This design comes from an exercise in tuning for small area on the open sky130 flow, not from production work. Only simulation tests tie the RTL to the original design; equivalence was not proved. No activity file was given, so power comes from the tool's default toggle rates.

Design modbus_led, start of the top module:
module modbus_led (
    input  wire        clk,
    input  wire        rst,
    input  wire        rx_valid,
    input  wire [7:0]  rx_data,
    output wire        rx_ready,
    output wire        tx_valid,
    output wire [7:0]  tx_data,
    input  wire        tx_ready,
    output wire        log_valid,
    output wire [15:0] log_min,
    output wire [15:0] log_sec,
    input  wire        scan_tick,
    output wire        panel_oe,
    output wire [1:0]  panel_addr,
    output wire        panel_data,
    output wire        panel_clk,
    output wire        panel_lat
);
    wire       scan_busy;
    wire [5:0] pos;
    wire       pix;
    wire       conv;
    wire [3:0] conv_step;
    wire [9:0] conv_mbit;
    wire [5:0] conv_sbit;
    mb_proto u_proto (
        .clk        (clk),
        .rst        (rst),
        .rx_valid   (rx_valid),
        .rx_data    (rx_data),
        .rx_ready   (rx_ready),
        .tx_valid   (tx_valid),
        .tx_data    (tx_data),
        .tx_ready   (tx_ready),
        .scan_busy  (scan_busy),
        .note_valid (log_valid),
        .note_min   (log_min),
        .note_sec   (log_sec),
        .conv       (conv),
        .conv_step  (conv_step),
        .conv_mbit  (conv_mbit),
        .conv_sbit  (conv_sbit),
        .ring_pos   (pos)
    );
    disp_render u_disp (
        .clk        (clk),
        .rst        (rst),
        .load       (log_valid),
        .t_min      (log_min),
        .t_sec      (log_sec),
        .conv       (conv),
        .conv_step  (conv_step),
        .conv_mbit  (conv_mbit),
        .conv_sbit  (conv_sbit),
        .srow       (panel_addr),
        .pcol       (pos[5:1]),
        .pix        (pix)
    );
    scan_engine u_scan (
        .clk        (clk),
        .rst        (rst),
        .scan_tick  (scan_tick),
        .pos        (pos),
        .busy       (scan_busy),
        .pix        (pix),
  ...
Size in the first run: roughly 1,600 cells after synthesis, ~620 flip-flops, about 62 I/O pins.
clock: 10.0 ns
lec_check: 0
abc_area: 1
cap_margin: 20
core_margin: 2
core_utilization: 40
cts_buf_list: sky130_fd_sc_hd__clkbuf_16
cts_cluster_diameter: 100
cts_cluster_size: 30
gpl_timing_driven: 0
slew_margin: 20
run.sh (not shown) runs the stock make flow with config.mk's settings and CLKGATE_MAP_FILE= SYNTH_SCRIPT=/design/flow/synth_recipe.tcl, a recipe that flattens the netlist after the stock synthesis.
Then changed:
--- a/flow/design.v
+++ b/flow/design.v
@@ -30,67 +30,65 @@
             default: rv = 8'h00;
         endcase
     end
     wire [7:0]  base = clr ? rv : ring[7:0];    
     wire        we;
     wire [7:0]  din  = we ? rx_data : base;
     assign ring_pos = pos;
     reg [1:0]  st;
     reg [3:0]  idx;             
     reg [7:0]  rem;             
-    reg        bad;             
     reg [31:0] ch;              
     reg        a_big;           
     reg [4:0]  a;
     reg        q_big;           
     reg [6:0]  q;
     reg        bc_ok;           
     reg [6:0]  j;               
     reg        chg;             
     reg        cap;             
     reg        cgo;             
     wire [7:0] fc   = ch[31:24];
     wire       fc03 = (fc == 8'h03);
     wire       fc06 = (fc == 8'h06);
     wire       fc10 = (fc == 8'h10);
-    wire [5:0] aq      = {1'b0, a} + {1'b0, j[6:1]};
-    wire       at_slot = (pos == {aq[4:0], j[0]});
+    wire       at_slot = (pos == j[5:0]);
     wire [7:0] sum_aq  = {3'b0, a} + {1'b0, q};
     wire       q_zero  = ~q_big & (q == 7'd0);
     wire       rng_bad = a_big | q_big | (sum_aq > 8'd32);
     wire       e03_rd  = fc03 & (q_zero | q_big | (q > 7'd125));
     wire       e02_rd  = fc03 & ~e03_rd & rng_bad;
     wire       e02_ws  = fc06 & a_big;
     wire       e03_wm  = fc10 & (q_zero | q_big | (q > 7'd123) | ~bc_ok);
     wire       e02_wm  = fc10 & ~e03_wm & rng_bad;
     wire       e01     = ~(fc03 | fc06 | fc10);
     wire       e02     = e02_rd | e02_ws | e02_wm;
     wire       exc     = e01 | e02 | e03_rd | e03_wm;
     wire       ok03    = fc03 & ~exc;
     wire       ok06    = fc06 & ~exc;
     wire       last_rx = (idx >= 4'd6) && (rem == 8'd1);
     wire       wr_byte = (fc06 & ~a_big & ((idx == 4'd10 & ~last_rx) | idx == 4'd11)) |
-                         (fc10 & ~exc & (idx == 4'd13) & (j != {q[5:0], 1'b0}));
+                         (fc10 & ~exc & (idx == 4'd13) & (j != {sum_aq[5:0], 1'b0}));
     assign rx_ready = (st == S_RX) & ~cap & (~wr_byte | at_slot);
     wire   rx_fire  = rx_valid & rx_ready;
     assign we       = rx_fire & wr_byte;
     assign note_valid = cap & ~cgo & ~scan_busy & (pos == 6'd0);
     assign conv      = note_valid | cgo;
     assign conv_step = pos[3:0];
     assign conv_mbit = {ring[448], ring[457], ring[466], ring[475], ring[484],
                         ring[493], ring[502], ring[511], ring[504], ring[1]};
     assign conv_sbit = {ring[496], ring[505], ring[2], ring[11], ring[20], ring[29]};
     assign note_min   = {ring[7:0], ring[15:8]};
     assign note_sec   = {ring[23:16], ring[31:24]};
     wire       ring_ph = (ok03 & idx >= 4'd9) | (ok06 & idx >= 4'd10);
     wire       ring_nx = (ok03 & idx >= 4'd8) | (ok06 & idx >= 4'd9);
-    wire       last_tx = ring_ph ? (j == (ok03 ? {q[5:0], 1'b0} : 7'd2))
+    wire       last_tx = ring_ph ? (ok03 ? (j == {sum_aq[5:0], 1'b0}) : ~j[0])
                                  : (idx == (exc ? 4'd8 : 4'd11));
     wire       pace    = ~cap | (pos[4:0] == 5'd0);
     reg  [7:0] tbyte;
     always @(*) begin
         case (idx)
             4'd0: tbyte = ch[7:0];
             4'd1: tbyte = ch[15:8];
             4'd5: tbyte = exc ? 8'd3 : ok03 ? {q[5:0], 1'b0} + 8'd3 : 8'd6;
             4'd6: tbyte = ch[23:16];
             4'd7: tbyte = {exc | fc[7], fc[6:0]};
@@ -107,58 +105,58 @@
         if (pos == 6'd63) clr <= 1'b0;
         if (note_valid) cgo <= 1'b1;
         if (cgo & (pos == 6'd9)) begin
             cgo <= 1'b0;
             cap <= 1'b0;
         end
         case (st)
             S_RX: if (rx_fire) begin
                 if (idx != 4'd13) idx <= idx + 4'd1;
                 if (idx >= 4'd6) rem <= rem - 8'd1;
-                if (idx < 4'd10) j <= 7'd0;
                 if (idx == 4'd0 || idx == 4'd1 || idx == 4'd6 || idx == 4'd7)
                     ch <= {rx_data, ch[31:8]};
                 case (idx)
-                    4'd0: chg <= 1'b0;
-                    4'd2: bad <= (rx_data != 8'd0);
-                    4'd3, 4'd4: bad <= bad | (rx_data != 8'd0);
+                    4'd2: chg <= (rx_data != 8'd0);
+                    4'd3, 4'd4: chg <= chg | (rx_data != 8'd0);
                     4'd5: begin
-                        bad <= bad | (rx_data < 8'd2) | (rx_data > 8'd253);
+                        chg <= chg | (rx_data < 8'd2) | (rx_data > 8'd253);
                         rem <= rx_data;
                     end
+                    4'd6: chg <= 1'b0;
                     4'd8: a_big <= (rx_data != 8'd0);
                     4'd9: begin
                         a_big <= a_big | (rx_data[7:5] != 3'd0);
                         a     <= rx_data[4:0];
+                        j     <= {1'b0, rx_data[4:0], 1'b0};
                     end
                     4'd10: q_big <= (rx_data != 8'd0);
                     4'd11: begin
                         q_big <= q_big | rx_data[7];
                         q     <= rx_data[6:0];
                     end
                     4'd12: bc_ok <= (rx_data == {q, 1'b0}) & (rem > rx_data);
                     default: ;
                 endcase
                 if (we) begin
                     j <= j + 7'd1;
                     if (pos[5:2] == 4'd0 && rx_data != base) chg <= 1'b1;
                 end
-                if (idx == 4'd6 && bad) begin
+                if (idx == 4'd6 && chg) begin
                     idx <= 4'd0;
                 end else if (last_rx) begin
                     idx <= idx;
                     st  <= S_EXEC;
                 end
             end
             S_EXEC: begin
                 idx <= 4'd0;
-                j   <= 7'd0;
+                j   <= {1'b0, a, 1'b0};
                 if (((fc03 | fc06) & idx <= 4'd10) | (fc10 & idx <= 4'd11)) begin
                     st <= S_RX;
                 end else begin
                     st  <= S_TX;
                     cap <= chg;
                 end
             end
             default: begin
                 if (~tx_valid) begin
                     if (pace & (~ring_ph | at_slot)) begin
After rerunning:
- The changed run completed without violations
- non-clock buffer count goes up by 1
- final cell count goes up slightly
- total power goes down by roughly a tenth
- setup slack is better by 0.20 ns
- area after synthesis barely changes
- via count goes up by a few percent
- first-iteration DRC count goes up by about a fifth
- critical path depth is unchanged
- wire length goes up slightly
- clock power goes down by a few percent
- utilization goes down by 0.16 points
- count of clock-buffer cells in the layout goes down by 1

## separate check: timing with driven ports
How much do the figures lean on ideal ports? The routed layouts below were timed once more, with nothing changed but the port constraints.
Step 1, drivers: a clkbuf_16 drives clk and a buf_2 each remaining input, both assumed.
Step 2, shift: input delay + t, output delay - t, t = (earliest + latest rising clock arrival at the registers) / 2. This alone moves slack from input paths to output paths.
Slacks: ideal ports / drivers / drivers and shift; pairs: ideal ports / drivers.
| run | t, ns | setup slack, ns | slew at the worst register clock pin (ns) | worst data-port slew with drivers (ns) | cell pins on the clock port's net |
|---|---|---|---|---|---|
| the first run | 0.629 | 3.124 / 3.072 / 3.700 | 0.11 / 0.11 | 0.04 | 1 |
| the second run | 0.637 | 3.326 / 3.269 / 3.906 | 0.12 / 0.12 | 0.03 | 1 |
After both steps every run listed still meets setup and hold.
